This is an optimization exercise on Yosys and OpenROAD, whose aim is small area, a short achievable clock period and few clock cycles, not a production implementation.
RTL that was checked went through simulation tests only; none was proved equivalent to the original.
No activity file was given, so power comes from the tool's default toggle rates.

Setup of run 1:
// sbmc_tick
module sbmc_tick #(
    parameter integer DT        = 100,
    parameter integer SCALE     = 1000,
    parameter integer N_AVG     = 4,
    parameter integer MASK_BITS = 0
) (
    input  wire        clk,
    input  wire        rst,
    input  wire [31:0] cfg_dist_target,
    input  wire [7:0]  cfg_n_ramp,
    input  wire [15:0] cfg_dwell_ticks,
    input  wire [7:0]  cfg_spd_op,
    input  wire [7:0]  cfg_spd_step,
    input  wire [15:0] cfg_cmd_stop,
    input  wire [15:0] cfg_cmd_rev,
    input  wire        run,
    input  wire        tick,
    input  wire        smp_valid,
    output wire        smp_ready,
    input  wire [55:0] smp_data,
    output wire        drv_valid,
    input  wire        drv_ready,
    output wire [15:0] drv_data,
    output wire        busy,
    output wire        running,
    output wire        fault,
    output wire [1:0]  phase,
    output wire [7:0]  ramp,
    output wire [15:0] dwell,
    output wire [31:0] acc,
    output wire [31:0] vel,
    output wire [31:0] distance
);
export LEC_CHECK = 0
export CAP_MARGIN = 20
export CORE_MARGIN = 2
export CORE_UTILIZATION = 40
export CTS_BUF_LIST = sky130_fd_sc_hd__clkbuf_4
export SLEW_MARGIN = 20
create_clock -name core_clock -period 10.0 [get_ports {clk}]
standard.sh (not shown) runs the stock make flow with config.mk's settings and CLKGATE_MAP_FILE= SYNTH_SCRIPT=/design/flow/synth_recipe.tcl, a recipe that flattens the netlist after the stock synthesis.
==> flow/flow/run.sh <==
#!/bin/bash
set -euo pipefail
export SETUP_SLACK_MARGIN=6.6
export BUFFER_PORTS_ARGS="-buffer_cell sky130_fd_sc_hd__buf_2"
bash standard.sh > standard.log 2>&1
Testbench counts of run 1, summed over its fixed seeds: cycles 34,941.
diff inputs: run 1 => run 2
Settings: CTS_BUF_LIST changed from sky130_fd_sc_hd__clkbuf_4 to sky130_fd_sc_hd__clkbuf_4 sky130_fd_sc_hd__clkbuf_8; PLACE_DENSITY newly set to 0.75.
Results
- Run 2: done, clean on timing, DRC and antenna
- Run 1 finished every stage and its layout cleared the timing, DRC and antenna checks.
- Detailed-route wire length went down by a few percent going from run 1 to run 2.
- Cell area, run 2 and run 1, higher one = run 1.
- Delta (run 2 minus run 1): global-route wire length before repair now sits lower; clock distribution power picked up an extra about 25%.
- In the route summary, run 2 ends up with a via count exceeding that of run 1.
- Between run 2 and run 1, layout overhead on the synthesized area is higher for run 1, run 2 comes in under that.
- Looking at slowest cell on the critical path, the edfxtp_1 result is from run 1; the a2111oi_2 one comes from run 2.
Changes in run 3 relative to run 2:
Settings: a deleted PLACE_DENSITY that had been 0.75.
Notes after the runs:
- Run 3 vs run 2 — clock insertion delay at the later pin of the skew report dropped 0.02 ns.
- According to the power report, total power for run 3 is lower than for run 2.
- Looking at delay contributed by the slowest stage of the critical path, run 3 sits 0.19 ns lower than run 2 does.
- Fraction of power consumed by sequential logic delta for run 3 relative to run 2: 2.8 points higher
- Looking at source of the critical timing path, the smp_data[0] result is from run 3; the smp_data[1] one comes from run 2.
- Run 3: combinational power lower than run 2
Edits applied to the flow inputs when going from run 3 to run 4:
==> flow/flow/run.sh <==
#!/bin/bash
set -euo pipefail
export SETUP_SLACK_MARGIN=7.0
export BUFFER_PORTS_ARGS="-buffer_cell sky130_fd_sc_hd__buf_2"
bash standard.sh > standard.log 2>&1
==> comparison <==
- Run 3 → run 4: cell depth of the worst hold path fell 1, finished layout cell area rose by about 17%, utilization saw an increase.
- Most common cell after layout, fill and taps aside: buf_4 -> run 4, buf_2 -> run 3
Input changes introduced in run 5 (baseline for comparison: run 4):
Settings: putting CTS_CLUSTER_DIAMETER at 80 where nothing was set; putting CTS_CLUSTER_SIZE at 16 where nothing was set.
==> flow/flow/run.sh <==
#!/bin/bash
set -euo pipefail
export SETUP_SLACK_MARGIN=6.45
export BUFFER_PORTS_ARGS="-buffer_cell sky130_fd_sc_hd__buf_2"
bash standard.sh > standard.log 2>&1
Results
Between run 4 and run 5, the routed length per placed instance is lower for run 5.
Summary of run 5 over run 4: setup slack at placement fell 0.098 ns; register cell area after layout fell 4.2%.
Inputs modified between run 5 and run 6:
Settings: a change of CTS_CLUSTER_DIAMETER from 80 to 70; a change of CTS_CLUSTER_SIZE from 16 to 20.
==> flow/flow/run.sh <==
#!/bin/bash
set -euo pipefail
export SETUP_SLACK_MARGIN=6.6
export BUFFER_PORTS_ARGS="-buffer_cell sky130_fd_sc_hd__buf_2"
bash standard.sh > standard.log 2>&1
The final layout from run 6, which completed every stage, passed the timing, DRC and antenna checks at the end of the flow. NOTE cell area run 5->run 6 increased slightly. Compared with run 5, in run 6 critical path's largest stage delay has increased, cell count after placement has remained practically unchanged, number of resized instances in the post-cts repair step has increased. Ratio of total power to cell area, run 5 and run 6, lower one = run 6. Routed length per instance went down slightly going from run 5 to run 6. Of the two values seen for destination of the critical timing path, s_q[13] was produced by run 6 and s_q[12] by run 5. For run 6, the origin of the worst setup path was smp_data[1], unlike run 5, where it was smp_data[0].


Setup of v54:
Another version of the RTL of sbmc_tick (not shown whole).
Size in the first run: roughly 2,300 cells after synthesis, roughly 300 flip-flops, about 310 I/O pins, ~19,000 µm² of cells after synthesis.
export LEC_CHECK = 0
export CAP_MARGIN = 20
export CORE_MARGIN = 2
export CORE_UTILIZATION = 40
export SLEW_MARGIN = 20
create_clock -name core_clock -period 10.0 [get_ports {clk}]
==> flow/flow/run.sh <==
#!/bin/bash
set -euo pipefail
export SETUP_SLACK_MARGIN=6.3
export BUFFER_PORTS_ARGS="-buffer_cell sky130_fd_sc_hd__buf_2"
bash standard.sh > standard.log 2>&1
v54: flow completed, timing, DRC and antenna clean
Inputs modified between v54 and v11:
Settings: changing CORE_UTILIZATION from 40 to 65; setting ABC_AREA to 1 for the first time.
==> flow/flow/run.sh <==
#!/bin/bash
set -euo pipefail
export SETUP_SLACK_MARGIN=6.6
export BUFFER_PORTS_ARGS="-buffer_cell sky130_fd_sc_hd__buf_2"
bash standard.sh > standard.log 2>&1
[summary]
- Every stage of the flow completed for v11, and the final layout passed the timing, DRC and antenna checks.
- In v11, the remaining max-slew budget at the tightest pin came out 9.6 points above the value in v54.
- The run showing the smaller overall die area is v11.
- Total length of routed wires for v11: about 18% up relative to v54
- v54 ended up with fewer cell instances than v11 did.
- In the metrics for v11 and v54, the one carrying the higher worst voltage drop across the vdd grid is v54.
- Total power divided by cell area: v11 lower than v54
- Slew at the pin closest to its max-slew limit, v11 and v54: lower on v11
## Diff of input files: v4 against v11
Settings: TNS_END_PERCENT newly set to 5; CTS_BUF_LIST newly set to sky130_fd_sc_hd__clkbuf_4 sky130_fd_sc_hd__clkbuf_8; CORE_UTILIZATION changed from 65 to 40; ABC_AREA removed (was 1).
==> run summary <==
- Net count of the mapped netlist (v4 over v11): decrease, 254
- The initial antenna violation count in v4 was higher than what v11 gave.
- v11 → v4: final-layout non-clock buffer area share has decreased; worst hold slack has decreased.
- v4 reports its combinational family with the most area after synthesis as compound AO/OA/AOI/OAI gates while v11 reports simple AND/OR/NAND/NOR gates.
- When the final numbers for v4 and v11 were put side by side, the area taken by multi-input logic gates turned out to be smaller in v4.
- STATUS die area: v4 loses against v11
- Going from v11 to v4, effective utilization at floorplan went down; post-layout minimum cycle time went down; cell count after placement went down.
- NOTE: count of placed standard cells in the final layout, fillers left out in v4 falls short of that of v11
- Between v4 and v11, routed wire length is lower for v4, v11 comes in above that.
--- input diff v4..v10 ---
Settings: TNS_END_PERCENT: 5 -> unset.
Findings:
- [v10] leakage dissipation rose 0.30 nW relative to v4
- Compared with v4, in v10 relative slew slack down 5.0 points; design area up 730 µm²; number of gates resized after cts up 57.
No run of this note included a check of the RTL's function; only the layout flow was run.

-- separate check: timing with driven ports --
How much do the figures lean on ideal ports? The routed layouts below were timed once more, with nothing changed but the port constraints.
Step 1: set_driving_cell puts a clkbuf_16 on clk and a buf_2 on each other input, an assumption about the parent block.
Step 2 also shifts input and output timing later by t, the mid clock arrival at the registers, as if the neighbouring blocks saw the same clock.
a / b / c = no drivers / after step 1 / after step 2; a / b = the first two.
run	t (ns)	setup WS [ns]	clock arrival spread, ns	slew at the worst register clock pin (ns)	worst data-port slew with drivers (ns)
run 1	0.855	6.569 / 6.515 / 5.761	0.051 / 0.051	0.09 / 0.09	0.10
run 2	0.705	6.357 / 6.356 / 5.651	0.057 / 0.058	0.07 / 0.07	0.08
run 3	0.696	6.497 / 6.515 / 5.819	0.042 / 0.042	0.07 / 0.07	0.10
run 4	0.718	6.449 / 6.451 / 5.733	0.047 / 0.047	0.07 / 0.07	0.08
run 5	0.690	6.425 / 6.441 / 5.751	0.041 / 0.042	0.12 / 0.12	0.10
run 6	0.691	6.500 / 6.524 / 5.834	0.029 / 0.029	0.12 / 0.12	0.10
v54	0.607	6.238 / 6.238 / 5.764	0.030 / 0.031	0.06 / 0.06	0.07
v11	0.567	5.892 / 5.892 / 5.499	0.016 / 0.015	0.07 / 0.07	0.07
v4	0.702	6.173 / 6.173 / 5.709	0.053 / 0.052	0.07 / 0.07	0.07
v10	0.698	6.423 / 6.415 / 5.717	0.019 / 0.019	0.06 / 0.06	0.10
After both steps setup and hold are still met in every run listed. For run 1, which loses most, drivers alone change the setup slack by -0.054 ns; drivers and shift together by -0.808 ns.
